What follows belongs to an exercise in optimizing a design on an open flow for small area; a production flow would make more cautious choices.
Where RTL was checked, it was by simulation tests only, not by an equivalence proof against the original.
Only the layout flow was run in runs 1 to 4; the RTL was not checked for function there.
Power is estimated from default activity; no workload was simulated.

==> design.v <==
module bcd_add12 (
    input  wire [47:0] x,
    input  wire [47:0] y,
    input  wire        cin,
    output reg  [47:0] s,
    output reg         cout
);
    integer i;
    reg [4:0] d;
    reg       c;
    always @* begin
        c = cin;
        s = 48'd0;
        for (i = 0; i < 12; i = i + 1) begin
            d = {1'b0, x[4*i +: 4]} + {1'b0, y[4*i +: 4]} + {4'd0, c};
            if (d > 5'd9) begin
                d = d + 5'd6;
                c = 1'b1;
            end else begin
                c = 1'b0;
            end
            s[4*i +: 4] = d[3:0];
        end
        cout = c;
    end
endmodule
module hp_emc (
    input  wire        clk,
    input  wire        rst,
    input  wire        start,
    input  wire [15:0] ir,
    input  wire [15:0] a_in,
    input  wire [15:0] b_in,
    input  wire [15:0] se_in,
    input  wire        dc_in,
    input  wire [47:0] ar1_in,
    input  wire [47:0] ar2_in,
    output wire        ready,
    output wire        done,
    output wire [1:0]  fail,
    output wire [15:0] a_out,
    output wire [15:0] b_out,
    output wire [15:0] se_out,
    output wire        dc_out,
    output wire [47:0] ar1_out,
    output wire [47:0] ar2_out
);
    localparam [3:0] O_MWA = 4'b0000, O_CMY = 4'b0001, O_NRM = 4'b0010,
                     O_CMX = 4'b0011, O_FXA = 4'b0100, O_OTH = 4'b0101,
                     O_CDC = 4'b0110, O_FMP = 4'b1000, O_FDV = 4'b1001,
                     O_MPY = 4'b1010, O_MRX = 4'b1100, O_DRS = 4'b1101,
                     O_MRY = 4'b1110, O_MLY = 4'b1111;
    localparam [2:0] S_IDLE = 3'd0, S_CHK = 3'd1, S_MAIN = 3'd2, S_WB = 3'd3,
                     S_DONE = 3'd4, S_CLR = 3'd5;
    reg [47:0] r1, r2;
    reg [15:0] ra, rb, rs, rx;
    reg        dc;
    reg [2:0]  st;
    reg [3:0]  ph;       
    reg [4:0]  cnt;      
    reg [3:0]  op;
    reg        t;        
    reg        c;        
    reg        f1, f2;   
    reg [3:0]  dly;      
    assign a_out   = ra;
    assign b_out   = rb;
    assign se_out  = rs;
    assign dc_out  = dc;
    assign ar1_out = r1;
    assign ar2_out = r2;
    wire ph0  = (ph == 4'd0);
    wire ph11 = (ph == 4'd11);
    wire lo4  = (ph[3:2] == 2'b00);
    wire mid4 = (ph[3:2] == 2'b01);
    assign ready = (st == S_IDLE);
    assign done  = (st == S_DONE) & ph0;
    wire   clr   = (st == S_DONE) | (st == S_CLR);
    wire   ld    = ready & start;
    wire g     = ir[11];
    wire cmn   = (ir[15:12] == 4'b0111) & ~ir[10] & ir[9] & ~ir[4];
    wire ok0   = (ir[8] == (ir[6] & ~ir[5])) & ~(ir[7] & ir[5]) & (ir[3:0] == 4'd0);
    wire ok1   = (ir[8] ? (~ir[7] | (~ir[6] & ~ir[5])) : (~ir[7] & ~ir[6])) &
                 (ir[3:1] == {3{ir[7]}}) & (ir[0] == (ir[5] | ir[7]));
    wire valid = cmn & (g ? ok1 : ok0);
    wire [3:0] op_in = valid ? {g, g ? (ir[8] & ~ir[7]) : ir[7], ir[6] | (g & ir[7]), ir[5]}
                             : O_OTH;
    wire oMWA = (op == O_MWA), oCMY = (op == O_CMY), oCMX = (op == O_CMX),
         oFXA = (op == O_FXA), oNRM = (op == O_NRM), oCDC = (op == O_CDC),
         oFMP = (op == O_FMP), oFDV = (op == O_FDV), oMRX = (op == O_MRX),
         oDRS = (op == O_DRS), oMRY = (op == O_MRY), oMLY = (op == O_MLY),
         oMPY = (op == O_MPY), oOTH = (op == O_OTH);
    wire sCHK = (st == S_CHK), sMAIN = (st == S_MAIN), sWB = (st == S_WB);
    wire [3:0] t1 = r1[3:0], t2 = r2[3:0], tA = ra[3:0], tB = rb[3:0],
               tS = rs[3:0], tX = rx[3:0];
    wire isADD = sMAIN & (oFXA | oMWA | oFMP | oFDV);
    wire isCM  = sMAIN & (oCMX | oCMY);
    wire isSHL = sMAIN & (oNRM | oMLY);
    wire isSHR = sMAIN & (oMRX | oMRY | oDRS);
    wire isMUL = sMAIN & oMPY;
    wire last  = (cnt[3:0] == 4'd15);
    reg [3:0] x, y;
    always @* begin
        if (isCM)
            x = oCMX ? {~(t1[3] | t1[2] | t1[1]), t1[2] ^ t1[1], t1[1], ~t1[0]}   
                     : {~(t2[3] | t2[2] | t2[1]), t2[2] ^ t2[1], t2[1], ~t2[0]};
        else if (isMUL)
            x = tB;
        else
            x = t2;
        if (isADD)
            y = oMWA ? (lo4 ? tB : 4'd0) : t1;
        else if (isMUL & t)
            y = tX ^ {4{last}};
        else
            y = 4'd0;
    end
    wire       cin0 = isCM | ((cnt == 5'd0) & dc);
    wire       cin  = ph0 ? cin0 : c;
    wire [4:0] sum5 = {1'b0, x} + {1'b0, y} + {4'd0, cin};
    wire       dec  = ~isMUL;
    wire       gt9  = sum5[4] | (sum5[3] & (sum5[2] | sum5[1]));
    wire [3:0] res  = (dec & gt9) ? (sum5[3:0] + 4'd6) : sum5[3:0];
    wire       co   = dec ? gt9 : sum5[4];
    wire ml = (ph == 4'd3) ? (rb[4] ^ (t & rx[4])) : ra[4];
    wire mh = (ph == 4'd7) ? (x[3] ^ y[3] ^ co) : (rb[4] ^ (t & (rx[4] ^ last)) ^ co);
    wire [3:0] stuff = ((cnt == 5'd0) & ~oDRS) ? ra[7:4] : 4'd0;  
    wire       wrAS  = oMLY | oDRS | ((oMRX | oMRY) & (cnt != 5'd0));
    wire       pre   = sCHK & oMPY & lo4;
    reg [3:0] e1, e2, eA, eB, eS, eX;
    always @* begin
        e1 = t1;
        if (isCM & oCMX)                 e1 = res;
        else if (isSHR & (oMRX | oDRS))  e1 = ph11 ? stuff : r1[7:4];
        e2 = t2;
        if (isADD | (isCM & oCMY))       e2 = res;
        else if (isSHL)                  e2 = ph0 ? (oMLY ? tA : 4'd0) : dly;
        else if (isSHR & oMRY)           e2 = ph11 ? stuff : r2[7:4];
        eA = tA;
        if (isMUL & lo4)            eA = {ml, tA[3:1]};
        else if (sWB & lo4 & (oFMP | wrAS)) eA = ph0 ? dly : 4'd0;
        eB = tB;
        if (pre)                         eB = 4'd0;
        else if (isMUL & mid4)           eB = {mh, res[3:1]};
        else if (sWB & lo4 & (oNRM | oFDV))
            eB = ph0 ? cnt[3:0] : ((ph == 4'd1) ? {3'd0, cnt[4]} : 4'd0);
        eS = tS;
        if (sWB & lo4 & wrAS)            eS = ph0 ? dly : 4'd0;
        eX = pre ? tB : tX;
        if (clr) begin
            e1 = 4'd0; e2 = 4'd0; eA = 4'd0; eB = 4'd0; eS = 4'd0;
        end
    end
    function bad;
        input [3:0] d;
        bad = d[3] & (d[2] | d[1]);
    endfunction
    wire chk1 = oFXA | oFMP | oFDV | oCMX;
    wire chk2 = oFXA | oFMP | oFDV | oCMY | oMWA;
    wire stf  = oMRX | oMRY | oMLY;
    wire f1n  = f1 | (chk1 & bad(t1)) | (chk2 & bad(t2)) | (oMWA & bad(tB));
    wire f2n  = f2 | (oFDV ? (|t1) : ((ph[1:0] == 2'b00) ? bad(tA) : (|tA)));
    wire failn = f1n | (oFDV & ~f2n) | (stf & f2n);
    assign fail = f1 ? 2'd1 : (oFDV & ~f2) ? 2'd2 : (stf & f2) ? 2'd3 : 2'd0;
    reg more;
    always @* begin
        more = 1'b0;
        if (sCHK) begin
            if (oNRM)                      more = (t2 == 4'd0);
            else if (oFMP | oMRX | oMRY)   more = (rb[7:4] != 4'd0);
            else                           more = ~(oCDC | oOTH);
        end else begin
            if (oNRM)                      more = (dly == 4'd0) & (cnt != 5'd11);
            else if (oFMP | oMRX | oMRY)   more = ((cnt[3:0] + 4'd1) != rb[7:4]);
            else if (oFDV)                 more = ~co & (cnt != 5'd15);
            else if (oMPY)                 more = ~last;
        end
    end
    always @(posedge clk) begin
        r1 <= ({48{ld}} & ar1_in) | {e1, r1[47:4]};
        r2 <= ({48{ld}} & ar2_in) | {e2, r2[47:4]};
        ra <= ({16{ld}} & a_in)   | {eA, ra[15:4]};
        rb <= ({16{ld}} & b_in)   | {eB, rb[15:4]};
        rs <= ({16{ld}} & se_in)  | {eS, rs[15:4]};
        rx <= {eX, rx[15:4]};
    end
    always @(posedge clk) begin
        c  <= (isMUL & (ph == 4'd3)) ? (t & last) : co;
        ph <= ph11 ? 4'd0 : ph + 4'd1;
        if (sCHK) begin
            f1 <= f1n;
            f2 <= f2n;
        end
        if (isSHL)
            dly <= t2;
        else if (isSHR & ph0)
            dly <= oMRY ? t2 : t1;
        else if (isADD & oFMP & ph11)
            dly <= dly + {3'd0, co};
        if (sMAIN & ph11 & ~(oFDV & co))
            cnt <= cnt + 5'd1;
        if (isADD & ph11 & (oFXA | oMWA))
            dc <= co;
        else if (sWB & ph0) begin
            if (oNRM)
                dc <= (cnt == 5'd12);
            else if (~(oFXA | oMWA | oMPY | oOTH))
                dc <= 1'b0;
        end
        if (ph11)
            t <= ra[4];      
        if (ph11) begin
            case (st)
                S_CHK:  st <= failn ? S_DONE : more ? S_MAIN : S_WB;
                S_MAIN: st <= more ? S_MAIN : S_WB;
                S_WB:   st <= S_DONE;
                S_DONE: st <= S_IDLE;
                S_CLR:  st <= S_IDLE;
                default: ;
            endcase
        end
        if (ld) begin
            dc  <= dc_in;
            op  <= op_in;
            st  <= S_CHK;
            ph  <= 4'd0;
            cnt <= 5'd0;
            f1  <= 1'b0;
            f2  <= 1'b0;
            dly <= 4'd0;
        end
        if (rst) begin
            st <= S_CLR;
            ph <= 4'd0;
        end
    end
endmodule
==> flow/run.sh <==
#!/bin/bash
# Layout: the standard flow (standard.sh), with
#  - synthesis: the standard script, with an area-oriented ABC mapping and
#    no hard-adder mapping (flow/synth.tcl);
#  - port buffers of the smallest buffer cell;
#  - a clock tree of small buffers without dummy loads;
# and config.mk's settings. Each step's output goes to its own log here.
set -euo pipefail
export FLOW_WORK=$PWD
bash standard.sh SYNTH_SCRIPT=$PWD/flow/synth.tcl ADDER_MAP_FILE= synth > synth.log 2>&1
bash standard.sh "BUFFER_PORTS_ARGS=-buffer_cell sky130_fd_sc_hd__buf_1" \
  "CTS_ARGS=-sink_clustering_enable -repair_clock_nets -sink_clustering_size 24 -buf_list sky130_fd_sc_hd__clkbuf_8 -dont_use_dummy_load" \
  finish > layout.log 2>&1
==> flow/area.abc <==
&get -n
&st
&dch
&nf -a
&st
&syn2
&dch
&nf -a
&st
&dch
&nf -a
&put
==> flow/synth.tcl <==
# The standard synthesis (synth_recipe.tcl: ORFS synthesis without the fsm
# and share passes, flattened, function nets renamed), with the technology
# mapping of the logic done by an area-oriented ABC script. Registers are
# mapped by dfflibmap before abc runs and are left as they are.
set my_abc_script [file join [file dirname [file normalize [info script]]] area.abc]
proc abc {args} {
  global my_abc_script
  set i [lsearch $args -script]
  if {$i >= 0} { set args [lreplace $args $i [expr {$i+1}]] }
  set j [lsearch $args -D]
  if {$j >= 0} { set args [lreplace $args $j [expr {$j+1}]] }
  lappend args -script $my_abc_script
  puts "area abc: $args"
  yosys abc {*}$args
}
source $::env(FLOW_WORK)/synth_recipe.tcl
==> standard.sh <==
#!/bin/bash
# synth_recipe.tcl (not shown) runs the flow's synth.tcl, then flattens the netlist and writes it again
# the make line also repeats each setting of config.mk as NAME=value (left out here)
make -C /OpenROAD-flow-scripts/flow DESIGN_CONFIG=/design/flow/config.mk WORK_HOME=/design/flow/orfs CLKGATE_MAP_FILE= SYNTH_SCRIPT=/design/flow/synth_recipe.tcl "${@:-finish}"
==> config.mk <==
export PLATFORM = sky130hd
export DESIGN_NAME = hp_emc
export DESIGN_NICKNAME = hp_emc
export VERILOG_FILES = /design/flow/design.v
export SDC_FILE = /design/flow/constraint.sdc
export NUM_CORES = 4
export LEC_CHECK = 0
export CAP_MARGIN = 20
export CORE_MARGIN = 2
export CORE_UTILIZATION = 65
export PLACE_DENSITY = 0.75
export SLEW_MARGIN = 20
==> constraint.sdc <==
create_clock -name core_clock -period 22.0 [get_ports {clk}]
set_input_delay 4.4000 -clock core_clock [delete_from_list [all_inputs] [get_ports {clk}]]
set_output_delay 4.4000 -clock core_clock [all_outputs]
set_load 0.01 [all_outputs]
==> results of run 1 <==
==> registers in the layout (all words and copies together), names as in the netlist, 3 cells and up <==
register and flops:
dly 4, rx 16, r1 48, ph 4, op 4, r2 48, cnt 5, ra 16
rs 16, rb 16, st 3
==> kinds of logic (layout without fill, tap and decap cells) <==
| logic type | count (synthesis) | after routing | share of synthesized area [%] |
|---|---|---|---|
| and+or+nand+nor | 206 | 206 | 14.65 |
| xor gates and xnor gates | 17 | 17 | 2.076 |
| buffers and inverters | 7 | 338 | 0.3664 |
| adders and majority gates | 2 | 2 | 0.2791 |
| DFF | 185 | 185 | 52.48 |
| muxes | 7 | 7 | 1.047 |
| AOI/OAI and AO/OA | 304 | 304 | 29.10 |
==> cells in the mapped netlist, types with 3 or more instances <==
library cell  instances  area (um2)
a221o_1               7       70.07
a221oi_1              6       52.55
dfxtp_1             179        3583
mux2i_1               3       30.03
o211ai_1              4       30.03
o31ai_1               4       30.03
xnor2_1              13       113.9
nor3_1               18       90.09
nand3_1              15       75.07
a211oi_1              3       22.52
nand2b_1             13       81.33
or3_1                 3       18.77
nor4b_1               3       26.28
mux2_1                4       45.04
clkinv_1              7       26.28
and4b_1               3       30.03
a22o_1                6       52.55
nor4_1               10       62.56
and3_1                5       31.28
a21oi_1              40       200.2
a32o_1                3       30.03
a31oi_1              10       62.56
a21boi_0              3       22.52
xor2_1                4       35.03
nor2b_1              11       68.82
o21ai_0              60       300.3
nor3b_1               5       37.54
nand2_1              58       217.7
a22oi_1               4       30.03
edfxtp_1              6       180.2
nor2_1               44       165.2
a21o_1              131       983.4
o32ai_1               4       35.03
==> cells in the final DEF (no fill, tap or decap), types with 5 or more instances in the layout <==
| master | synthesis | routed |
|---|---|---|
| a21o_1 | 131 | 131 |
| a21oi_1 | 40 | 40 |
| a221o_1 | 7 | 7 |
| a221oi_1 | 6 | 6 |
| a22o_1 | 6 | 6 |
| a31oi_1 | 10 | 10 |
| and3_1 | 5 | 5 |
| buf_1 | 0 | 312 |
| clkbuf_8 | 0 | 17 |
| clkinv_1 | 7 | 6 |
| dfxtp_1 | 179 | 179 |
| edfxtp_1 | 6 | 6 |
| nand2_1 | 58 | 58 |
| nand2b_1 | 13 | 13 |
| nand3_1 | 15 | 15 |
| nor2_1 | 44 | 44 |
| nor2b_1 | 11 | 11 |
| nor3_1 | 18 | 18 |
| nor4_1 | 10 | 9 |
| o21ai_0 | 60 | 60 |
| xnor2_1 | 13 | 13 |
==> worst max path at each step <==
stage               slack (ps)             endpoint           startpoint  depth (start not counted)
global placement         15600  op[2]$_SDFFCE_PN1P_                start                          4
detailed placement       15550  op[3]$_SDFFCE_PN0P_                start                          4
CTS                      15340              fail[1]  op[1]$_SDFFCE_PN0P_                          4
floorplan                14180         dc$_DFFE_PP_                start                          4
global route             15170                 done     ph[3]$_SDFF_PP0_                          4
finish                   15330              fail[1]  op[1]$_SDFFCE_PN0P_                          4
==> final cells by class <==
cell class	instances	area, um2	share of cell area [%]
sequential	185	3764	42.86
multi-input combinational	536	3393	38.64
timing repair buffer	314	1186	13.51
clock buffer	17	234.0	2.665
tap	140	175.2	1.995
inverter	7	28.78	0.3277
==> worst reg2reg max path, stage by stage, from the launching register on <==
cell and delay [ps]:
edfxtp_1 720, nor4b_1 570, o21ai_0 340, o32ai_1 470, maj3_1 330, and4b_1 220
o31ai_1 390, maj3_1 550, o31a_1 370, nor2b_1 270, a21oi_1 100, o21a_1 120
==> per-stage QoR <==
| stage | worst slack (ps) | utilization (%) |
|---|---|---|
| after floorplan | 14180 | - |
| after global placement | 15600 | 79.13 |
| after detailed placement | 15550 | 79.19 |
| after CTS | 15340 | 81.36 |
| after global routing | 15170 | 81.36 |
| final | 15330 | 81.36 |
==> power breakdown <==
part / switching (W) / internal, W / total [W]
clock network: 0.000100 / 0.0000683 / 0.000168
logic: 0.00000901 / 0.00000860 / 0.0000176
registers: 0.000000958 / 0.000337 / 0.000337
==> layer usage <==
| metal | global-route usage [%] | up-vias |
|---|---|---|
| li1 | - | 3385 |
| met1 | 44.75 | 3336 |
| met2 | 61.14 | 403 |
| met3 | 8.787 | 42 |
| met4 | 12.64 | 0 |
| met5 | 0 | - |
==> key figures, run 1 <==
CTS
  – CTS tree: built
  – CTS Sinks: 185
  – H-tree Lvls: 4
  – Clk root buf: clkbuf_8
  – Post-CTS setup buffer count: 0
  – Worst-Skew Late Latency: 460 ps
  – Reg clk slew, reported paths: 90 ps
  – Clock tree buffer depth: 2
  – Num CTS Buffers: 17
  – Post-CTS Resized: 0
  – Cts hold-fix bufs: 0

Drt
  – Detail Route Antenna Nets: 0
  – Final WL: 22150 um
  – Avg WL per Cell: 18.47 um
  – Top Metal Used: met4
  – Met1 wire length: 8807 um
  – DR vias: 7166
  – Met3 routed WL: 1971 um
  – Initial drt markers: 723
  – Via density: 5.977
  – Met2 WL post-DR: 10900 um
  – DRC: 0
  – TritonRoute pass-1 iters: 6

Layout
  – Fillers: 719
  – Layout cells sized above 1: 2.077%
  – Non-Filler Instances: 1199
  – Inserted Diodes: 0
  – Area growth from synthesis to layout: 22.44%
  – Total Nets Final: 1225
  – Final std cell area, no fill: 0.008781 mm2

Worst hold path
  – Min-delay worst type: flop to flop
  – Hold Path Origin: rx[13]$_DFF_P_
  – Worst Hold Depth: 0
  – Hold endpoint: rx[9]$_DFF_P_

Synthesis
  – Synthesized area: 0.007172 mm2
  – Yosys cell types: 59
  – Ys Warns: 1
  – Post-synth EDFFs: 6
  – Post-synthesis register bit count: 185
  – Main synth FF type: dfxtp_1
  – Post-synthesis cell count: 728
  – Async set-reset flop share out of synthesis: 0%
  – Syn Nets: 892
  – Register area share after synthesis: 52.48%
  – Syn Area/Cell: 9.851 um2

Critical path
  – Worst Path Max Fanout: 26
  – Crit path max-delay cell type: edfxtp_1
  – R2R setup slack: 17440 ps
  – Critical Path Source Type: flop
  – Buffers & Inverters on Critical Path: 1
  – Crit-path cells: nand2b_1, or3_1, a21oi_1, buf_1
  – R2R Path End: cnt[2]$_SDFFE_PP0P_
  – Reg2Reg Depth: 11
  – CP peak stage delay: 720 ps
  – Required @ worst endpoint: 17600 ps
  – Critical Path AT: 2270 ps
  – Setup crit end kind: output pin
  – Critical path class: flop to output pin
  – Origin of the critical flop-to-flop path: op[1]$_SDFFCE_PN0P_
  – Crit path max-delay family: simple AND/OR/NAND/NOR gates

Timing
  – Max-slew violations: 0
  – Fin crit share: 30.32%
  – Final Hold Fails: 0
  – Maximum clock frequency: 0.1499 GHz
  – Sum Neg Setup Slack: 0 ps
  – Final hold slack: 308.4 ps
  – Tmin final: 6671 ps
  – Slew margin rel.: 35.22%
  – Skew final: 19.18 ps
  – Final setup vio count: 0
  – Slew @ Worst Pin: 971.7 ps
  – RSZ-0062 raised after global routing: false

Floorplan
  – IO Count: 313
  – Die Y: 109.0 um
  – Initial Utilization: 66.45%
  – Cell row count: 38
  – Die extent in x: 109.0 um
  – Core area: 0.01079 mm2
  – Die Area: 0.01189 mm2

Placement
  – Port Buffers: 312
  – DP Area: 0.008547 mm2
  – Hpwl dp: 16720 um
  – Placer Congestion: 0.9881
  – Placed Cells: 1182

Global routing
  – Vias in the first global route: 6578
  – First-pass GRT wire length: 32710 um
  – Initial antenna violation count: 0
  – Tot GR Track Use: 36.07%
  – Largest net degree at the start of global routing: 100
  – Overflow left after global routing: 0

Power
  – Worst vdd ir: 64.84 uV
  – Tot Pwr: 0.0005235 W
  – LEAKAGE: 4.173 nW
  – Power per cell area: 59.61 mW/mm2

Status
  – Outcome: finished clean

Run
  – Max cap viols: 0
==> run 2, diff against run 1 <==
--- a/design.v
+++ b/design.v
@@ -76,4 +76,4 @@
     assign ready = (st == S_IDLE);
-    assign done  = (st == S_DONE) & ph0;
-    wire   clr   = (st == S_DONE) | (st == S_CLR);
+    assign done  = st[2] & ~st[0] & ph0;
+    wire   clr   = st[2];
     wire   ld    = ready & start;
@@ -88,7 +88,9 @@
     wire oMWA = (op == O_MWA), oCMY = (op == O_CMY), oCMX = (op == O_CMX),
-         oFXA = (op == O_FXA), oNRM = (op == O_NRM), oCDC = (op == O_CDC),
+         oFXA = (op == O_FXA), oNRM = (op == O_NRM),
          oFMP = (op == O_FMP), oFDV = (op == O_FDV), oMRX = (op == O_MRX),
          oDRS = (op == O_DRS), oMRY = (op == O_MRY), oMLY = (op == O_MLY),
-         oMPY = (op == O_MPY), oOTH = (op == O_OTH);
-    wire sCHK = (st == S_CHK), sMAIN = (st == S_MAIN), sWB = (st == S_WB);
+         oOTH = (op == O_OTH);
+    wire oCDC = ~op[3] & op[2] & op[1];
+    wire oMPY = op[3] & ~op[2] & op[1];
+    wire sCHK = ~st[2] & ~st[1] & st[0], sMAIN = st[1] & ~st[0], sWB = st[1] & st[0];
     wire [3:0] t1 = r1[3:0], t2 = r2[3:0], tA = ra[3:0], tB = rb[3:0],
@@ -100,12 +102,8 @@
     wire isMUL = sMAIN & oMPY;
-    wire last  = (cnt[3:0] == 4'd15);
-    reg [3:0] x, y;
-    always @* begin
-        if (isCM)
-            x = oCMX ? {~(t1[3] | t1[2] | t1[1]), t1[2] ^ t1[1], t1[1], ~t1[0]}   
-                     : {~(t2[3] | t2[2] | t2[1]), t2[2] ^ t2[1], t2[1], ~t2[0]};
-        else if (isMUL)
-            x = tB;
-        else
-            x = t2;
+    wire last  = cnt[4];      
+    reg [3:0] xs, x, y;
+    always @* begin
+        xs = isMUL ? tB : (isCM & oCMX) ? t1 : t2;
+        x  = isCM ? {~(xs[3] | xs[2] | xs[1]), xs[2] ^ xs[1], xs[1], ~xs[0]}   
+                  : xs;
         if (isADD)
@@ -126,3 +124,3 @@
     wire mh = (ph == 4'd7) ? (x[3] ^ y[3] ^ co) : (rb[4] ^ (t & (rx[4] ^ last)) ^ co);
-    wire [3:0] stuff = ((cnt == 5'd0) & ~oDRS) ? ra[7:4] : 4'd0;  
+    wire [3:0] stuff = ((cnt == 5'd1) & ~oDRS) ? ra[7:4] : 4'd0;  
     wire       wrAS  = oMLY | oDRS | ((oMRX | oMRY) & (cnt != 5'd0));
@@ -136,3 +134,3 @@
         if (isADD | (isCM & oCMY))       e2 = res;
-        else if (isSHL)                  e2 = ph0 ? (oMLY ? tA : 4'd0) : dly;
+        else if (isSHL)                  e2 = dly;
         else if (isSHR & oMRY)           e2 = ph11 ? stuff : r2[7:4];
@@ -166,13 +164,7 @@
     always @* begin
-        more = 1'b0;
-        if (sCHK) begin
-            if (oNRM)                      more = (t2 == 4'd0);
-            else if (oFMP | oMRX | oMRY)   more = (rb[7:4] != 4'd0);
-            else                           more = ~(oCDC | oOTH);
-        end else begin
-            if (oNRM)                      more = (dly == 4'd0) & (cnt != 5'd11);
-            else if (oFMP | oMRX | oMRY)   more = ((cnt[3:0] + 4'd1) != rb[7:4]);
-            else if (oFDV)                 more = ~co & (cnt != 5'd15);
-            else if (oMPY)                 more = ~last;
-        end
+        if (oNRM)                      more = (e2 == 4'd0) & (cnt != 5'd12);
+        else if (oFMP | oMRX | oMRY)   more = (cnt[3:0] != rb[7:4]);
+        else if (oFDV)                 more = sCHK | (~co & (cnt != 5'd15));
+        else if (oMPY)                 more = ~last;
+        else                           more = sCHK & ~(oCDC | oOTH);
     end
@@ -188,3 +180,3 @@
         c  <= (isMUL & (ph == 4'd3)) ? (t & last) : co;
-        ph <= ph11 ? 4'd0 : ph + 4'd1;
+        ph <= (ph11 | ready | rst) ? 4'd0 : ph + 4'd1;
         if (sCHK) begin
@@ -199,3 +191,5 @@
             dly <= dly + {3'd0, co};
-        if (sMAIN & ph11 & ~(oFDV & co))
+        else if (sCHK & oMLY & ph11)
+            dly <= ra[7:4];      
+        if (sMAIN & (oFDV ? (ph11 & ~co) : ph0))
             cnt <= cnt + 5'd1;
@@ -225,3 +219,2 @@
             st  <= S_CHK;
-            ph  <= 4'd0;
             cnt <= 5'd0;
@@ -231,6 +224,4 @@
         end
-        if (rst) begin
+        if (rst)
             st <= S_CLR;
-            ph <= 4'd0;
-        end
     end
--- a/flow/run.sh
+++ b/flow/run.sh
@@ -11,3 +11,3 @@
 bash standard.sh "BUFFER_PORTS_ARGS=-buffer_cell sky130_fd_sc_hd__buf_1" \
-  "CTS_ARGS=-sink_clustering_enable -repair_clock_nets -sink_clustering_size 24 -buf_list sky130_fd_sc_hd__clkbuf_8 -dont_use_dummy_load" \
+  "CTS_ARGS=-sink_clustering_enable -repair_clock_nets -sink_clustering_size 32 -sink_clustering_max_diameter 200 -buf_list sky130_fd_sc_hd__clkbuf_8 -root_buf sky130_fd_sc_hd__clkbuf_8 -dont_use_dummy_load" \
   finish > layout.log 2>&1
==> flow/area.abc (replaced) <==
strash
&get -n
&fraig -x
&put
scorr
dc2
dretime
strash
&get -n
&dch -f
&nf -a
&put
==> run 2 against run 1 <==
Still clean. First-iteration DRC count up 15%. Sequential power about the same. Clock-buffer cell count is the same. Die area down 1.1%. Sequential cell count stayed put. Wire length down 0.16%. Setup slack worse by 220 ps. Power grew 1.0%. Clock power hardly changed. Final cell count is 1.3% higher. Critical path type unchanged. Critical endpoint unchanged. Highest routed layer unchanged.
==> key figures, run 2 <==
Global routing
  – Initial antenna violation count: 1 (+1)
  – Largest net degree at the start of global routing: 100 (unchanged)
  – Vias in the first global route: 6757 (+2.7%)
  – Tot GR Track Use: 37.33% (+1.3 points)
  – Overflow left after global routing: 0 (unchanged)
  – First-pass GRT wire length: 33780 um (+3.3%)

Drt
  – Initial drt markers: 831 (+15%)
  – Via density: 5.937 (-0.67%)
  – TritonRoute pass-1 iters: 7 (+1)
  – DRC: 0 (unchanged)
  – Avg WL per Cell: 18.21 um (-1.4%)
  – DR vias: 7207 (+0.57%)
  – Detail Route Antenna Nets: 0 (unchanged)
  – Final WL: 22110 um (-0.16%)

Synthesis
  – Area fraction of the dominant cell type after synthesis: 50.54% (+0.57 points)
  – Largest area contributor in the netlist: dfxtp_1
  – Synthesized area: 0.007091 mm2 (-1.1%)
  – Top post-synthesis cells by count: dfxtp_1 (179), a21o_1 (128), nand2_1 (72)
  – Async set-reset flop share out of synthesis: 0% (unchanged)
  – Register area share after synthesis: 53.08% (+0.60 points)
  – Main synth FF type: dfxtp_1
  – Syn Area/Cell: 9.556 um2 (-3.0%)
  – Syn Nets: 906 (+1.6%)
  – Post-synthesis register bit count: 185 (unchanged)
  – Post-synthesis cell count: 742 (+1.9%)
  – Synth area leaders: dfxtp_1 (51%), a21o_1 (14%), o21ai_0 (3.9%)
  – Post-synth EDFFs: 6 (unchanged)
  – Ys Warns: 1 (unchanged)
  – Most common cell in the netlist: dfxtp_1
  – Yosys cell types: 50 (-15%)

Timing
  – Fin crit share: 31.34% (+1.0 points)
  – Sum Neg Setup Slack: 0 ps (unchanged)
  – Slew margin rel.: 30.18% (-5.0 points)
  – Tmin final: 6894 ps (+223.0 ps)
  – RSZ-0062 raised after global routing: false
  – Final setup vio count: 0 (unchanged)
  – Max-slew violations: 0 (unchanged)
  – Slew @ Worst Pin: 1038 ps (+66.11 ps)
  – Final Hold Fails: 0 (unchanged)
  – Maximum clock frequency: 0.1451 GHz (-3.2%)
  – Fin worst setup slack: 15110 ps (-223.0 ps)
  – Skew final: 29.99 ps (+10.80 ps)

CTS
  – H-tree Lvls: 4 (unchanged)
  – Post-CTS setup buffer count: 0 (unchanged)
  – Worst-Skew Late Latency: 460 ps (about the same)
  – Clock tree buffer depth: 2 (unchanged)
  – Cts hold-fix bufs: 0 (unchanged)
  – CTS tree: built
  – Post-CTS Resized: 0 (unchanged)
  – CTS Sinks: 185 (unchanged)
  – Reg clk slew, reported paths: 90 ps (about the same)
  – Clk root buf: clkbuf_8
  – Num CTS Buffers: 17 (unchanged)

Layout
  – Layout cells sized above 1: 1.955% (-0.12 points)
  – Largest regs: r1 (48), r2 (48)
  – Total Nets Final: 1240 (+1.2%)
  – Inserted Diodes: 0 (unchanged)
  – Most common cell after layout, fill and taps aside: buf_1
  – Area growth from synthesis to layout: 22.64%
  – Highest-count cells in the layout ignoring fill and taps: buf_1 (312), dfxtp_1 (179), a21o_1 (128)

Worst hold path
  – Min-delay worst type: flop to flop
  – Worst Hold Depth: 0 (unchanged)
  – Hold Path Origin: rx[5]$_DFF_P_
  – Hold endpoint: rx[1]$_DFF_P_

Critical path
  – Critical Path Source Type: flop
  – R2R setup slack: 16490 ps (-950 ps)
  – Reg2Reg Depth: 15 (+4)
  – Origin of the critical flop-to-flop path: op[3]$_SDFFCE_PN0P_
  – Setup crit end kind: output pin
  – Critical path class: flop to output pin
  – Required @ worst endpoint: 17600 ps (about the same)
  – R2R Path End: st[0]$_SDFFE_PP1P_
  – Worst Path Max Fanout: 15 (-42%)
  – Critical Path AT: 2490 ps (+220 ps)

Floorplan
  – Die Y: 108.4 um (-0.55%)
  – Die extent in x: 108.4 um (-0.55%)
  – Core area: 0.01075 mm2 (-0.44%)
  – Initial Utilization: 65.99% (-0.46 points)
  – Die Area: 0.01176 mm2 (-1.1%)
  – IO Count: 313 (unchanged)
  – Cell row count: 38 (unchanged)

Power
  – Power per cell area: 60.82 mW/mm2 (+2.0%)
  – Net switching power figure: 0.0001131 W (+2.8%)
  – Internal power: 0.0004157 W (+0.56%)
  – LEAKAGE: 4.134 nW (-0.93%)
  – Seq pwr share: 64.1% (-0.4 points)
  – Worst vdd ir: 65.53 uV (+1.1%)
  – Sw Ratio: 21.39% (+0.37 points)
  – Comb power frac: 4.1% (+0.7 points)
  – Clock power share: 31.8% (-0.4 points)

Placement
  – Placer Congestion: 1.014 (+2.6%)
  – Hpwl dp: 16920 um (+1.2%)
  – Port Buffers: 312 (unchanged)
  – Pre-CTS WS: 15280 ps (-267.7 ps)

Status
  – Outcome: finished clean

Run
  – Max cap viols: 0 (unchanged)
==> run 2: logic make-up (layout without fill, tap and decap cells) <==
group / count (synthesis) / count (layout) / synth area share [%]
XOR/XNOR: 28 / 28 / 3.459
adder cells (fa/ha/maj): 2 / 2 / 0.2823
flip-flops: 185 / 185 / 53.08
AO/OA/AOI/OAI: 288 / 288 / 26.89
multiplexers: 10 / 10 / 1.482
buffers and inverters: 12 / 344 / 0.6352
AND/OR/NAND/NOR: 217 / 217 / 14.17
==> run 2: power groups by stage <==
stage | sequential, W | clock [W] | combinational (W)
floorplan | 0.000347 | 0 | 0.00000609
global placement | 0.000347 | 0 | 0.0000200
detailed placement | 0.000347 | 0 | 0.0000210
CTS | 0.000339 | 0.000169 | 0.0000212
global route | 0.000339 | 0.000182 | 0.0000237
finish | 0.000339 | 0.000168 | 0.0000216
==> run 2: worst max-delay path by stage <==
stage | start | end | slack (ps) | cells past startpoint
final | op[3]$_SDFFCE_PN0P_ | fail[1] | 15110 | 6
after global routing | op[3]$_SDFFCE_PN0P_ | fail[1] | 14930 | 6
after CTS | op[3]$_SDFFCE_PN0P_ | fail[1] | 15190 | 6
after detailed placement | start | st[2]$_SDFFE_PP1P_ | 15280 | 6
after global placement | start | st[2]$_SDFFE_PP1P_ | 15350 | 6
after floorplan | start | rb[12]$_DFF_P_ | 14290 | 3
==> run 2: per-stage QoR <==
| step | std cells | power [W] | hold slack, ps | util, % | area [um2] |
|---|---|---|---|---|---|
| global route | 1214 | 0.0005448 | 335.8 | 80.93 | 8696 |
| detailed placement | 1197 | 0.0003679 | 313.6 | 78.75 | 8462 |
| global placement | 1197 | 0.0003668 | 310.7 | 78.75 | 8462 |
| floorplan | 742 | 0.0003528 | 309.6 | - | 7091 |
| finish | 1214 | 0.0005289 | 332.5 | 80.93 | 8696 |
| CTS | 1214 | 0.0005291 | 330.5 | 80.93 | 8696 |
==> run 2: worst max-delay path, stage by stage, from the launching register on <==
cell      delay, ps
edfxtp_1        660
clkinv_1        300
nor3_1          370
nand2_1         230
o21a_1          240
nor2_1           80
buf_1           170
==> run 2: layout make-up <==
type                       instances  area [um2]
sequential                       185        3764
multi-input combinational        545        3282
fill                             743        2049
timing repair buffer             315        1194
clock buffer                      17       234.0
tap                              140       175.2
inverter                          12       47.55
==> run 2: per-layer routing <==
metal  share of wire (%)  vias to the layer above  track usage, %
met2                  49                      429           62.59
met5                   0                        -               0
met3                 9.9                       51           10.01
li1                    -                     3368               -
met4                 2.9                        0           13.19
met1                  38                     3359           46.32
==> run 3, diff against run 2 <==
--- a/flow/run.sh
+++ b/flow/run.sh
@@ -11,3 +11,3 @@
 bash standard.sh "BUFFER_PORTS_ARGS=-buffer_cell sky130_fd_sc_hd__buf_1" \
-  "CTS_ARGS=-sink_clustering_enable -repair_clock_nets -sink_clustering_size 32 -sink_clustering_max_diameter 200 -buf_list sky130_fd_sc_hd__clkbuf_8 -root_buf sky130_fd_sc_hd__clkbuf_8 -dont_use_dummy_load" \
+  "CTS_ARGS=-sink_clustering_enable -repair_clock_nets -sink_clustering_size 48 -sink_clustering_max_diameter 200 -buf_list sky130_fd_sc_hd__clkbuf_16 -root_buf sky130_fd_sc_hd__clkbuf_16 -dont_use_dummy_load" \
   finish > layout.log 2>&1
==> run 3 against run 2 <==
Sequential cell count is the same. Sequential share of layout area shrank 0.93 points. Clock skew shrank 5.7 ps. Final cell count stayed put. Cell area grew 2.2%. Synthesized area stayed put. Clock-buffer cell count did not move. Highest routed layer unchanged.
==> key figures, run 3 <==
Layout
  – Total Nets Final: 1240 (unchanged)
  – Most common cell after layout, fill and taps aside: buf_1
  – Layout cells sized above 1: 1.955% (unchanged)
  – FF/Latch Area: 0.003764 mm2 (unchanged)
  – Multi-input gate area: 0.003282 mm2 (unchanged)
  – Final std cell area, no fill: 0.008887 mm2 (+2.2%)
  – Highest-count cells in the layout ignoring fill and taps: buf_1 (312), dfxtp_1 (179), a21o_1 (128)
  – Fillers: 691 (-7.0%)
  – Area growth from synthesis to layout: 25.34%
  – Largest regs: r1 (48), r2 (48)
  – Inserted Diodes: 0 (unchanged)

Drt
  – DRC: 0 (unchanged)
  – Detail Route Antenna Nets: 0 (unchanged)
  – Final WL: 22690 um (+2.6%)
  – Via density: 6.007 (+1.2%)
  – Avg WL per Cell: 18.69 um (+2.6%)
  – DR vias: 7293 (+1.2%)
  – TritonRoute pass-1 iters: 6 (-1)
  – Initial drt markers: 844 (+1.6%)

Critical path
  – Critical path class: flop to output pin
  – CP peak stage delay: 650 ps (about the same)
  – Buffers & Inverters on Critical Path: 2 (unchanged)
  – R2R Path End: st[0]$_SDFFE_PP1P_
  – Crit path max-delay cell type: edfxtp_1
  – Critical Path Source Type: flop
  – Critical Path AT: 2530 ps (+40 ps)
  – Crit path max-delay family: simple AND/OR/NAND/NOR gates
  – Crit-path cells: clkinv_1, nor3_1, nand2_1, o21a_1, nor2_1, buf_1
  – Worst Path Max Fanout: 15 (unchanged)
  – Setup crit end kind: output pin
  – Required @ worst endpoint: 17600 ps (about the same)
  – Origin of the critical flop-to-flop path: op[3]$_SDFFCE_PN0P_
  – Reg2Reg Depth: 15 (unchanged)
  – R2R setup slack: 16430 ps (-60 ps)

Global routing
  – Tot GR Track Use: 37.96% (+0.63 points)
  – First-pass GRT wire length: 34290 um (+1.5%)
  – Largest net degree at the start of global routing: 100 (unchanged)
  – Vias in the first global route: 6818 (+0.90%)
  – Overflow left after global routing: 0 (unchanged)
  – Initial antenna violation count: 0 (-1)

Timing
  – Tmin final: 6926 ps (+32.30 ps)
  – Slew @ Worst Pin: 1052 ps (+14.30 ps)
  – Max-slew violations: 0 (unchanged)
  – Final Hold Fails: 0 (unchanged)
  – Skew final: 24.31 ps (-5.681 ps)
  – Final hold slack: 327.8 ps (-4.751 ps)
  – Final setup vio count: 0 (unchanged)
  – RSZ-0062 raised after global routing: false
  – Maximum clock frequency: 0.1444 GHz (-0.47%)
  – Fin crit share: 31.48% (+0.15 points)
  – Slew margin rel.: 29.21% (-0.96 points)
  – Sum Neg Setup Slack: 0 ps (unchanged)

Floorplan
  – Die Area: 0.01176 mm2 (unchanged)
  – Initial Utilization: 65.99% (unchanged)
  – Core area: 0.01075 mm2 (unchanged)
  – Cell row count: 38 (unchanged)
  – Die extent in x: 108.4 um (unchanged)
  – Die Y: 108.4 um (unchanged)
  – IO Count: 313 (unchanged)

Synthesis
  – Syn Area/Cell: 9.556 um2 (unchanged)
  – Register area share after synthesis: 53.08% (unchanged)
  – Ys Warns: 1 (unchanged)
  – Yosys cell types: 50 (unchanged)
  – Main synth FF type: dfxtp_1
  – Post-synthesis register bit count: 185 (unchanged)
  – Synth area leaders: dfxtp_1 (51%), a21o_1 (14%), o21ai_0 (3.9%)
  – Compound-Gate Fraction of Synth Area: 26.89% (unchanged)
  – Largest area contributor in the netlist: dfxtp_1
  – Simple-gate area share of the yosys netlist: 14.17% (unchanged)
  – Multiplexer area fraction after synthesis: 1.482% (unchanged)
  – Async set-reset flop share out of synthesis: 0% (unchanged)
  – Combinational family with the most area after synthesis: compound AO/OA/AOI/OAI gates
  – Most common cell in the netlist: dfxtp_1
  – Post-synth EDFFs: 6 (unchanged)
  – Xor/xnor share of the synthesized area: 3.459% (unchanged)
  – Area fraction of the dominant cell type after synthesis: 50.54% (unchanged)
  – Top post-synthesis cells by count: dfxtp_1 (179), a21o_1 (128), nand2_1 (72)
  – Post-synthesis cell count: 742 (unchanged)
  – Synthesized area: 0.007091 mm2 (unchanged)
  – Syn Nets: 906 (unchanged)
  – Synth Area in Adders: 0.2823% (unchanged)

Power
  – Tot Pwr: 0.0006041 W (+14%)
  – Power per cell area: 67.97 mW/mm2 (+12%)
  – Worst vdd ir: 98.18 uV (+50%)
  – LEAKAGE: 4.222 nW (+2.1%)

Run
  – Max cap viols: 0 (unchanged)

CTS
  – H-tree Lvls: 4 (unchanged)
  – Clock tree buffer depth: 2 (unchanged)
  – Clk root buf: clkbuf_16
  – Num CTS Buffers: 17 (unchanged)
  – Post-CTS setup buffer count: 0 (unchanged)
  – Reg clk slew, reported paths: 60 ps (-30 ps)
  – CTS Sinks: 185 (unchanged)
  – Post-CTS Resized: 0 (unchanged)
  – CTS tree: built
  – Worst-Skew Late Latency: 430 ps (-30 ps)
  – Cts hold-fix bufs: 0 (unchanged)

Worst hold path
  – Hold Path Origin: rx[15]$_DFF_P_
  – Worst Hold Depth: 0 (unchanged)
  – Min-delay worst type: flop to flop
  – Hold endpoint: rx[11]$_DFF_P_

Status
  – Outcome: finished clean

Placement
  – Hpwl dp: 16920 um (unchanged)
  – Placer Congestion: 1.014 (unchanged)
  – DP Area: 0.008462 mm2 (unchanged)
  – Port Buffers: 312 (unchanged)
==> run 3: how the worst max path moves through the flow <==
stage	start	to	slack [ps]	cells after the start
floorplan	start	rb[12]$_DFF_P_	14290	3
global placement	start	st[2]$_SDFFE_PP1P_	15350	6
detailed placement	start	st[2]$_SDFFE_PP1P_	15280	6
CTS	op[3]$_SDFFCE_PN0P_	fail[1]	15190	6
global route	op[3]$_SDFFCE_PN0P_	fail[1]	14930	6
finish	op[3]$_SDFFCE_PN0P_	fail[1]	15070	6
==> run 3: cell type report <==
type / count / share of cell area, %
Tap cell: 140 / 1.971
Timing Repair Buffer: 315 / 13.43
Sequential cell: 185 / 42.35
Clock buffer: 17 / 4.787
Multi-Input combinational cell: 545 / 36.93
Inverter: 12 / 0.5350
==> run 3: cells by family (layout without fill, tap and decap cells) <==
family / count (synthesis) / count (layout)
compound gates: 288 / 288
simple gates: 217 / 217
flops: 185 / 185
xor+xnor: 28 / 28
buf+inv: 12 / 344
mux: 10 / 10
fa+ha+maj: 2 / 2
==> run 3: per-stage QoR <==
step	std cells	setup slack [ps]	utilization (%)
final	1214	15070	82.71
after floorplan	742	14290	-
after global placement	1197	15350	78.75
after CTS	1214	15190	82.71
after detailed placement	1197	15280	78.75
after global routing	1214	14930	82.71
==> run 3: report_power, final <==
part	internal, W	switching, W
clock network	0.000134	0.000108
logic	0.0000102	0.0000116
registers	0.000338	0.00000200
total	0.000482	0.000122
==> run 3: per-layer routing <==
layer	GRT usage [%]	up-vias	wire (um)
li1	-	3360	-
met2	64.38	455	11230
met5	0	-	0
met4	13.92	0	632
met1	46.98	3412	8675
met3	9.102	66	2149
==> run 3: worst register-to-register path: stages, from the launching register on <==
cell	delay, ps
edfxtp_1	650
clkinv_1	300
nor3_1	370
o21ai_0	260
o32ai_1	470
xnor2_1	210
o21ai_0	190
maj3_1	440
maj3_1	410
xnor2_1	440
o21a_1	530
nor3_1	130
xor2_1	390
a211oi_1	190
o31ai_1	350
nand3_1	110
==> run 4, diff against run 3 <==
--- a/design.v
+++ b/design.v
@@ -105,9 +105,13 @@
     always @* begin
-        xs = isMUL ? tB : (isCM & oCMX) ? t1 : t2;
-        x  = isCM ? {~(xs[3] | xs[2] | xs[1]), xs[2] ^ xs[1], xs[1], ~xs[0]}   
-                  : xs;
-        if (isADD)
-            y = oMWA ? (lo4 ? tB : 4'd0) : t1;
-        else if (isMUL & t)
-            y = tX ^ {4{last}};
+        xs = ((isCM & oCMX) | (isSHR & ~oMRY)) ? t1 : t2;
+        if (isCM)
+            x = {~(xs[3] | xs[2] | xs[1]), xs[2] ^ xs[1], xs[1], ~xs[0]};   
+        else if (isMUL)
+            x = t ? (tX ^ {4{last}}) : 4'd0;
+        else
+            x = xs;
+        if (isADD & ~oMWA)
+            y = t1;
+        else if ((isADD & lo4) | isMUL)
+            y = tB;
         else
@@ -185,6 +189,4 @@
         end
-        if (isSHL)
-            dly <= t2;
-        else if (isSHR & ph0)
-            dly <= oMRY ? t2 : t1;
+        if (isSHL | (isSHR & ph0))
+            dly <= xs;
         else if (isADD & oFMP & ph11)
--- a/flow/run.sh
+++ b/flow/run.sh
@@ -11,3 +11,3 @@
 bash standard.sh "BUFFER_PORTS_ARGS=-buffer_cell sky130_fd_sc_hd__buf_1" \
-  "CTS_ARGS=-sink_clustering_enable -repair_clock_nets -sink_clustering_size 48 -sink_clustering_max_diameter 200 -buf_list sky130_fd_sc_hd__clkbuf_16 -root_buf sky130_fd_sc_hd__clkbuf_16 -dont_use_dummy_load" \
+  "CTS_ARGS=-sink_clustering_enable -repair_clock_nets -sink_clustering_size 24 -buf_list sky130_fd_sc_hd__clkbuf_8 -dont_use_dummy_load" \
   finish > layout.log 2>&1
==> flow/area.abc (replaced) <==
strash
&get -n
&fraig -x
&put
dc2
strash
&get -n
&dch -f
&nf -a
&put
--- a/config.mk
+++ b/config.mk
@@ -9,4 +9,4 @@
 export CORE_MARGIN = 2
-export CORE_UTILIZATION = 65
-export PLACE_DENSITY = 0.75
+export CORE_UTILIZATION = 78
+export PLACE_DENSITY = 0.85
 export SLEW_MARGIN = 20
==> run 4 against run 3 <==
The flow now stops in 3_3_place_gp. Synthesized area fell by 1.2%. Synthesized cell count fell by 3.6%.
==> key figures, run 4 <==
Synthesis
  – Multiplexer area fraction after synthesis: 1.214% (-0.27 points)
  – Synthesized area: 0.007008 mm2 (-1.2%)
  – Post-synthesis cell count: 715 (-3.6%)
  – Ys Warns: 1 (unchanged)
  – Most common cell in the netlist: dfxtp_1
  – Xor/xnor share of the synthesized area: 3.249% (-0.21 points)
  – Synth area leaders: dfxtp_1 (51%), a21o_1 (14%), a21oi_1 (3.7%)
  – Top post-synthesis cells by count: dfxtp_1 (179), a21o_1 (127), nand2_1 (69)
  – Main synth FF type: dfxtp_1
  – Syn Area/Cell: 9.801 um2 (+2.6%)
  – Synth Area in Adders: 0.4285% (+0.15 points)
  – Syn Nets: 879 (-3.0%)
  – Largest area contributor in the netlist: dfxtp_1
  – Register area share after synthesis: 53.70% (+0.63 points)
  – Yosys cell types: 52 (+4.0%)
  – Post-synthesis register bit count: 185 (unchanged)
  – Post-synth EDFFs: 6 (unchanged)
  – Simple-gate area share of the yosys netlist: 13.48% (-0.69 points)
  – Async set-reset flop share out of synthesis: 0% (unchanged)
  – Area fraction of the dominant cell type after synthesis: 51.13% (+0.60 points)
  – Combinational family with the most area after synthesis: compound AO/OA/AOI/OAI gates
  – Compound-Gate Fraction of Synth Area: 27.50% (+0.60 points)

Status
  – Outcome: did not finish
  – Fail Step: 3_3_place_gp
  – Stop Error: [ERROR GPL-0301] Utilization 103.993 % exceeds 100%.

Floorplan
  – Cell row count: 34 (-11%)
  – IO Count: 313 (unchanged)
  – Die extent in x: 98.79 um (-8.9%)
  – Initial Utilization: 80.36% (+14 points)
  – Die Y: 98.79 um (-8.9%)

Placement
  – Port Buffers: 312 (unchanged)
run 4: kinds of logic after synthesis:
logic type               Yosys count
flip-flops                       185
multiplexers                       8
AND/OR/NAND/NOR                  200
AO/OA/AOI/OAI                    285
buffers and inverters              8
adder cells (fa/ha/maj)            3
XOR/XNOR                          26
==> run 5, diff against run 4 <==
--- a/design.v
+++ b/design.v
@@ -64,3 +64,2 @@
     reg        f1, f2;   
-    reg [3:0]  dly;      
     assign a_out   = ra;
@@ -131,2 +130,4 @@
     wire       pre   = sCHK & oMPY & lo4;
+    wire [3:0] dly = rx[15:12];
+    wire [3:0] dout = (oMRX | oMRY | oDRS) ? tX : dly;
     reg [3:0] e1, e2, eA, eB, eS, eX;
@@ -142,3 +143,3 @@
         if (isMUL & lo4)            eA = {ml, tA[3:1]};
-        else if (sWB & lo4 & (oFMP | wrAS)) eA = ph0 ? dly : 4'd0;
+        else if (sWB & lo4 & (oFMP | wrAS)) eA = ph0 ? dout : 4'd0;
         eB = tB;
@@ -149,4 +150,8 @@
         eS = tS;
-        if (sWB & lo4 & wrAS)            eS = ph0 ? dly : 4'd0;
-        eX = pre ? tB : tX;
+        if (sWB & lo4 & wrAS)            eS = ph0 ? dout : 4'd0;
+        eX = tX;
+        if (pre)                         eX = tB;
+        else if (isSHL | (isSHR & ph0))  eX = xs;
+        else if (isADD & oFMP & ph11)    eX = tX + {3'd0, co};
+        else if (sCHK & ph11 & ~oMPY)    eX = oMLY ? ra[7:4] : 4'd0;  
         if (clr) begin
@@ -189,8 +194,2 @@
         end
-        if (isSHL | (isSHR & ph0))
-            dly <= xs;
-        else if (isADD & oFMP & ph11)
-            dly <= dly + {3'd0, co};
-        else if (sCHK & oMLY & ph11)
-            dly <= ra[7:4];      
         if (sMAIN & (oFDV ? (ph11 & ~co) : ph0))
@@ -224,3 +223,2 @@
             f2  <= 1'b0;
-            dly <= 4'd0;
         end
--- a/config.mk
+++ b/config.mk
@@ -9,4 +9,4 @@
 export CORE_MARGIN = 2
-export CORE_UTILIZATION = 78
-export PLACE_DENSITY = 0.85
+export CORE_UTILIZATION = 55
+export PLACE_DENSITY = 0.65
 export SLEW_MARGIN = 20
==> run 5 against run 4 <==
The run now finishes clean. Synthesized area shrank 0.50%. Synthesized cell count grew 1.1%.
==> key figures, run 5 <==
Status
  – Outcome: finished clean

Critical path
  – Critical path class: flop to output pin
  – R2R setup slack: 16320 ps
  – Critical Path AT: 2220 ps
  – Origin of the critical flop-to-flop path: op[1]$_SDFFCE_PN0P_
  – R2R Path End: st[0]$_SDFFE_PP1P_
  – Critical Path Source Type: flop
  – Required @ worst endpoint: 17600 ps
  – Critical path launch point: op[1]$_SDFFCE_PN0P_
  – Reg2Reg Depth: 15
  – Worst Path Max Fanout: 15
  – Setup crit end kind: output pin

CTS
  – Post-CTS setup buffer count: 0
  – Worst-Skew Late Latency: 460 ps
  – Clock tree buffer depth: 2
  – H-tree Lvls: 4
  – CTS tree: built
  – Post-CTS Resized: 0
  – Reg clk slew, reported paths: 90 ps
  – Num CTS Buffers: 17
  – Clk root buf: clkbuf_8
  – Cts hold-fix bufs: 0
  – CTS Sinks: 181

Timing
  – Skew final: 27.10 ps
  – Fin crit share: 30.10%
  – Slew margin rel.: 45.34%
  – Final hold slack: 303.7 ps
  – Final Hold Fails: 0
  – Fin worst setup slack: 15380 ps
  – Sum Neg Setup Slack: 0 ps
  – Final setup vio count: 0
  – RSZ-0062 raised after global routing: false
  – Max-slew violations: 0
  – Maximum clock frequency: 0.1510 GHz
  – Tmin final: 6623 ps
  – Slew @ Worst Pin: 820.0 ps

Synthesis
  – Synth area leaders: dfxtp_1 (50%), a21o_1 (14%), a21oi_1 (4.7%)
  – Main synth FF type: dfxtp_1
  – Register area share after synthesis: 52.83% (-0.88 points)
  – Post-synth EDFFs: 6 (unchanged)
  – Yosys cell types: 50 (-3.8%)
  – Syn Area/Cell: 9.644 um2 (-1.6%)
  – Most common cell in the netlist: dfxtp_1
  – Synthesized area: 0.006973 mm2 (-0.50%)
  – Area fraction of the dominant cell type after synthesis: 50.24% (-0.89 points)
  – Syn Nets: 887 (+0.91%)
  – Top post-synthesis cells by count: dfxtp_1 (175), a21o_1 (134), a21oi_1 (65)
  – Async set-reset flop share out of synthesis: 0% (unchanged)
  – Largest area contributor in the netlist: dfxtp_1
  – Post-synthesis register bit count: 181 (-2.2%)
  – Ys Warns: 1 (unchanged)
  – Post-synthesis cell count: 723 (+1.1%)

Floorplan
  – Die extent in x: 116.6 um (+18%)
  – Cell row count: 41 (+21%)
  – Die Area: 0.01359 mm2
  – Core area: 0.01252 mm2
  – IO Count: 313 (unchanged)
  – Initial Utilization: 55.71% (-25 points)
  – Die Y: 116.6 um (+18%)

Drt
  – TritonRoute pass-1 iters: 5
  – DR vias: 6818
  – Avg WL per Cell: 16.48 um
  – Detail Route Antenna Nets: 0
  – DRC: 0
  – Final WL: 20220 um
  – Via density: 5.557
  – Initial drt markers: 579

Worst hold path
  – Worst Hold Depth: 0
  – Hold Path Origin: rx[5]$_DFF_P_
  – Hold endpoint: rx[1]$_DFF_P_
  – Min-delay worst type: flop to flop

Layout
  – Highest-count cells in the layout ignoring fill and taps: buf_1 (312), dfxtp_1 (174), a21o_1 (134)
  – Multi-input gate area: 0.003259 mm2
  – Inserted Diodes: 0
  – FF/Latch Area: 0.003685 mm2
  – Non-Filler Instances: 1227
  – Layout cells sized above 1: 2.085%
  – Largest regs: r1 (48), r2 (48)
  – Total Nets Final: 1221
  – Final core occ: 68.89%
  – Area growth from synthesis to layout: 23.67%
  – Most common cell after layout, fill and taps aside: buf_1
  – Fillers: 1104

Placement
  – Port Buffers: 312 (unchanged)
  – Pre-CTS WS: 15400 ps
  – Hpwl dp: 15310 um
  – Placed Cells: 1210
  – Placer Congestion: 0.9697

Run
  – Max cap viols: 0

Power
  – Worst vdd ir: 63.39 uV
  – Power per cell area: 60.64 mW/mm2
  – LEAKAGE: 4.135 nW

Global routing
  – Initial antenna violation count: 0
  – Largest net degree at the start of global routing: 113
  – Tot GR Track Use: 29.11%
  – First-pass GRT wire length: 30240 um
  – Overflow left after global routing: 0
  – Vias in the first global route: 5934
## run 5: cell type report
class | count | area share [%]
multi-input cells | 534 | 37.80
repair buffers | 315 | 13.89
clock buffers | 17 | 2.713
flip-flops and latches | 181 | 42.73
inverters | 8 | 0.3772
well taps | 172 | 2.496
## run 5: worst max path at each step
stage	end	slack, ps	depth (start not counted)
3_5_place_dp	st[2]$_SDFFE_PP1P_	15400	6
6_report	fail[1]	15380	5
2_1_floorplan	st[0]$_SDFFE_PP1P_	14370	4
5_1_grt	fail[1]	15250	5
3_3_place_gp	st[2]$_SDFFE_PP1P_	15420	6
4_1_cts	fail[1]	15410	5
## run 5: cells by family (layout without fill, tap and decap cells)
group,count (synthesis),count (layout),share of synthesized area [%]
compound gates,299,299,28.57
mux,9,9,1.292
xor+xnor,22,22,2.763
buf+inv,8,340,0.4307
fa+ha+maj,2,2,0.2871
flops,181,181,52.83
simple gates,202,202,13.83
## run 5: worst max-delay path: stages, from the launching register on
cell      delay (ps)
edfxtp_1         600
nor3b_1          310
nand2_1          240
or2_0            290
a21oi_1          140
buf_1            200
## run 5: metal layers
layer	share of wire [%]	global-route usage, %	vias to the layer above
met1	41	36.43	3138
li1	-	-	3317
met2	48	47.44	328
met4	2.5	11.22	0
met5	0	0	-
met3	8.9	8.874	35
## run 5: through the flow
| step | total power [W] | area [um2] |
|---|---|---|
| 6_report | 0.0005229 | 8623 |
| 5_1_grt | 0.0005402 | 8623 |
| 4_1_cts | 0.0005252 | 8618 |
| 3_5_place_dp | 0.0003637 | 8384 |
| 3_3_place_gp | 0.0003635 | 8384 |
| 2_1_floorplan | 0.0003487 | 6973 |
## run 5: where the power goes
| part | switching, W | total, W | internal, W | leakage [nW] |
|---|---|---|---|---|
| clock network | 0.0000980 | 0.000166 | 0.0000683 | 0.122 |
| logic | 0.0000112 | 0.0000216 | 0.0000105 | 2.55 |
| registers | 0.00000357 | 0.000335 | 0.000331 | 1.47 |
==> run 6, diff against run 5 <==
==> flow/area.abc (replaced) <==
strash
&get -n
&fraig -x
&put
dc2
strash
&get -n
&dch -f
&nf -a -R 1000 -C 32
&put
--- a/config.mk
+++ b/config.mk
@@ -10,2 +10,3 @@
 export CORE_UTILIZATION = 55
+export GPL_TIMING_DRIVEN = 0
 export PLACE_DENSITY = 0.65
==> run 6 against run 5 <==
Still clean. Sequential power about the same. Synthesized cell count decreased by 0.28%. Setup slack improved by 54 ps. Clock power about the same. Hold slack improved by 25 ps. Via count decreased by 0.75%. Global-route usage increased by 0.13 points. Utilization increased by 1.6 points. Clock skew decreased by 4.4 ps. Wire length decreased by 0.58%. Critical path depth decreased by 1. Highest routed layer unchanged.
==> key figures, run 6 <==
Status
  – Outcome: finished clean

Critical path
  – Critical Path Source Type: flop
  – Crit path max-delay family: simple AND/OR/NAND/NOR gates
  – Setup crit end kind: output pin
  – Critical Path AT: 2170 ps (-50 ps)
  – Crit-path cells: nor4_1, nand2_1, nor2_1, buf_1
  – Critical path class: flop to output pin
  – Required @ worst endpoint: 17600 ps (about the same)
  – CP peak stage delay: 940 ps (+340 ps)
  – Buffers & Inverters on Critical Path: 1 (unchanged)
  – Crit path max-delay cell type: nor4_1
  – Worst Path Max Fanout: 7 (-8)

Run
  – Max cap viols: 0 (unchanged)

Worst hold path
  – Min-delay worst type: flop to flop

Global routing
  – Largest net degree at the start of global routing: 97 (-14%)
  – Tot GR Track Use: 29.24% (+0.13 points)
  – Vias in the first global route: 6063 (+2.2%)
  – First-pass GRT wire length: 30580 um (+1.1%)
  – Initial antenna violation count: 0 (unchanged)
  – Overflow left after global routing: 0 (unchanged)

Floorplan
  – Cell row count: 40 (-2.4%)
  – Initial Utilization: 56.94% (+1.2 points)
  – Core area: 0.01216 mm2 (-2.8%)
  – Die Area: 0.01350 mm2 (-0.66%)
  – Die extent in x: 116.2 um (-0.33%)
  – IO Count: 313 (unchanged)
  – Die Y: 116.2 um (-0.33%)

Synthesis
  – Yosys cell types: 42 (-16%)
  – Async set-reset flop share out of synthesis: 0% (unchanged)
  – Syn Nets: 885 (-0.23%)
  – Top post-synthesis cells by count: dfxtp_1 (175), a21o_1 (128), nand2_1 (69)
  – Post-synthesis cell count: 721 (-0.28%)
  – Synth area leaders: dfxtp_1 (51%), a21o_1 (14%), a21oi_1 (4.4%)
  – Post-synthesis register bit count: 181 (unchanged)
  – Area fraction of the dominant cell type after synthesis: 50.59% (+0.34 points)
  – Most common cell in the netlist: dfxtp_1
  – Post-synth EDFFs: 6 (unchanged)
  – Largest area contributor in the netlist: dfxtp_1
  – Main synth FF type: dfxtp_1
  – Ys Warns: 1 (unchanged)
  – Register area share after synthesis: 53.19% (+0.36 points)
  – Syn Area/Cell: 9.605 um2 (-0.41%)
  – Synthesized area: 0.006925 mm2 (-0.68%)

Power
  – LEAKAGE: 4.131 nW (-0.11%)
  – Tot Pwr: 0.0005214 W (-0.30%)
  – Power per cell area: 60.81 mW/mm2 (+0.28%)
  – Worst vdd ir: 52.96 uV (-16%)

CTS
  – Post-CTS setup buffer count: 0 (unchanged)
  – Reg clk slew, reported paths: 70 ps (-20 ps)
  – Post-CTS Resized: 0 (unchanged)
  – Clk root buf: clkbuf_8
  – CTS Sinks: 181 (unchanged)
  – Clock tree buffer depth: 2 (unchanged)
  – Cts hold-fix bufs: 0 (unchanged)
  – H-tree Lvls: 4 (unchanged)
  – Num CTS Buffers: 17 (unchanged)
  – CTS tree: built
  – Worst-Skew Late Latency: 460 ps (about the same)

Placement
  – Placer Congestion: 1.014 (+4.6%)
  – Port Buffers: 312 (unchanged)
  – Hpwl dp: 15340 um (+0.20%)

Timing
  – RSZ-0062 raised after global routing: false
  – Maximum clock frequency: 0.1522 GHz (+0.82%)
  – Final Hold Fails: 0 (unchanged)
  – Slew margin rel.: 27.73% (-18 points)
  – Max-slew violations: 0 (unchanged)
  – Tmin final: 6569 ps (-54.10 ps)
  – Fin crit share: 29.86% (-0.25 points)
  – Final setup vio count: 0 (unchanged)
  – Slew @ Worst Pin: 1074 ps (+254.2 ps)
  – Skew final: 22.65 ps (-4.445 ps)
  – Sum Neg Setup Slack: 0 ps (unchanged)

Drt
  – DR vias: 6767 (-0.75%)
  – Met1 wire length: 8069 um (-2.0%)
  – DRC: 0 (unchanged)
  – Initial drt markers: 457 (-21%)
  – Met3 routed WL: 1875 um (+3.9%)
  – Detail Route Antenna Nets: 0 (unchanged)
  – Top Metal Used: met4
  – Final WL: 20100 um (-0.58%)
  – TritonRoute pass-1 iters: 5 (unchanged)
  – Met2 WL post-DR: 9833 um (+1.6%)
  – Via density: 5.551 (about the same)
  – Avg WL per Cell: 16.49 um (about the same)

Layout
  – Total Nets Final: 1217 (-0.33%)
  – Layout cells sized above 1: 1.808% (-0.28 points)
  – Inserted Diodes: 0 (unchanged)
  – Area growth from synthesis to layout: 23.79%
  – Most common cell after layout, fill and taps aside: buf_1
  – Largest regs: r1 (48), r2 (48)
  – Highest-count cells in the layout ignoring fill and taps: buf_1 (312), dfxtp_1 (175), a21o_1 (128)
## run 6: cell type report
type,instances,area [um2]
clock buffers,17,234.0
fillers,1038,3588
inverters,10,42.54
multi-input cells,530,3204
flip-flops and latches,181,3684
well taps,168,210.2
repair buffers,313,1199
## run 6: cells by family after synthesis
kind of cell	after synthesis	synth area share, %
compound gates	282	27.15
xor+xnor	22	2.782
fa+ha+maj	3	0.4336
buf+inv	10	0.5421
flops	181	53.19
mux	16	2.313
simple gates	207	13.59
## run 6: final timing paths
check | slack, ps | end | start | cells past startpoint
hold / removal | 330 | rx[6]$_DFF_P_ | rx[10]$_DFF_P_ | 0
setup / recovery | 15430 | done | ph[0]$_SDFF_PP0_ | 4
hold reg to reg | 330 | rx[6]$_DFF_P_ | rx[10]$_DFF_P_ | 0
setup reg to reg | 15870 | cnt[4]$_SDFFE_PP0P_ | st[1]$_SDFFE_PP0P_ | 19
## run 6: metal layers
layer	vias up	track usage, %
met5	-	0
met3	27	7.317
met1	3122	36.41
met2	343	50.21
li1	3275	-
met4	0	9.048
## run 6: worst register-to-register path: cells and delay by family, from the launching register on
kind                     cells  cell delay (ps)
adder cells (fa/ha/maj)      2              810
XOR/XNOR                     1              410
AND/OR/NAND/NOR              9             3010
multiplexers                 1              300
flip-flops                   1              450
AO/OA/AOI/OAI                6             1080
## run 6: through the flow
stage          cells  util, %  hold WS [ps]  instance area (um2)  worst slack (ps)
6_report        1219    70.49         328.5                 8573             15430
5_1_grt         1219    70.49         335.2                 8573             15240
4_1_cts         1219    70.49         328.5                 8573             15430
3_5_place_dp    1202    68.57         312.1                 8339             15150
3_3_place_gp    1201    68.30         309.8                 8307             12420
2_1_floorplan    721        -         309.6                 6925             14170
## run 6: where the power goes
part	switching [W]	total, W	internal (W)
combinational	0.0000110	0.0000216	0.0000106
clock	0.0000967	0.000165	0.0000683
sequential	0.00000336	0.000335	0.000331
total	0.000111	0.000521	0.000410

-- separate check: timing with driven ports --
In the flow no input, the clock included, has a driving cell. The finished layouts below were timed again as built, in two steps.
Step 1 sets driving cells, clkbuf_16 on the clock port and buf_2 on the other inputs (assumed; they add their load-dependent delay and slew).
Step 2 also shifts input and output timing later by t, the mid clock arrival at the registers, as if the neighbouring blocks saw the same clock.
Slacks: ideal / step 1 / step 2; pairs: ideal / step 1.
run	t, ns	setup slack, ns	worst setup path at the end	worst slew at a driven data input, ns
run 1	0.488	15.329 / 15.292 / 15.563	input to register	0.07
run 2	0.473	15.106 / 15.076 / 15.244	input to register	0.07
run 3	0.454	15.074 / 15.036 / 15.214	input to register	0.07
run 5	0.482	15.377 / 15.342 / 15.542	input to register	0.06
run 6	0.476	15.431 / 15.400 / 15.172	input to register	0.06
After both steps every run listed still meets setup and hold. For run 6, which loses most, drivers alone change the setup slack by -0.031 ns; drivers and shift together by -0.259 ns.
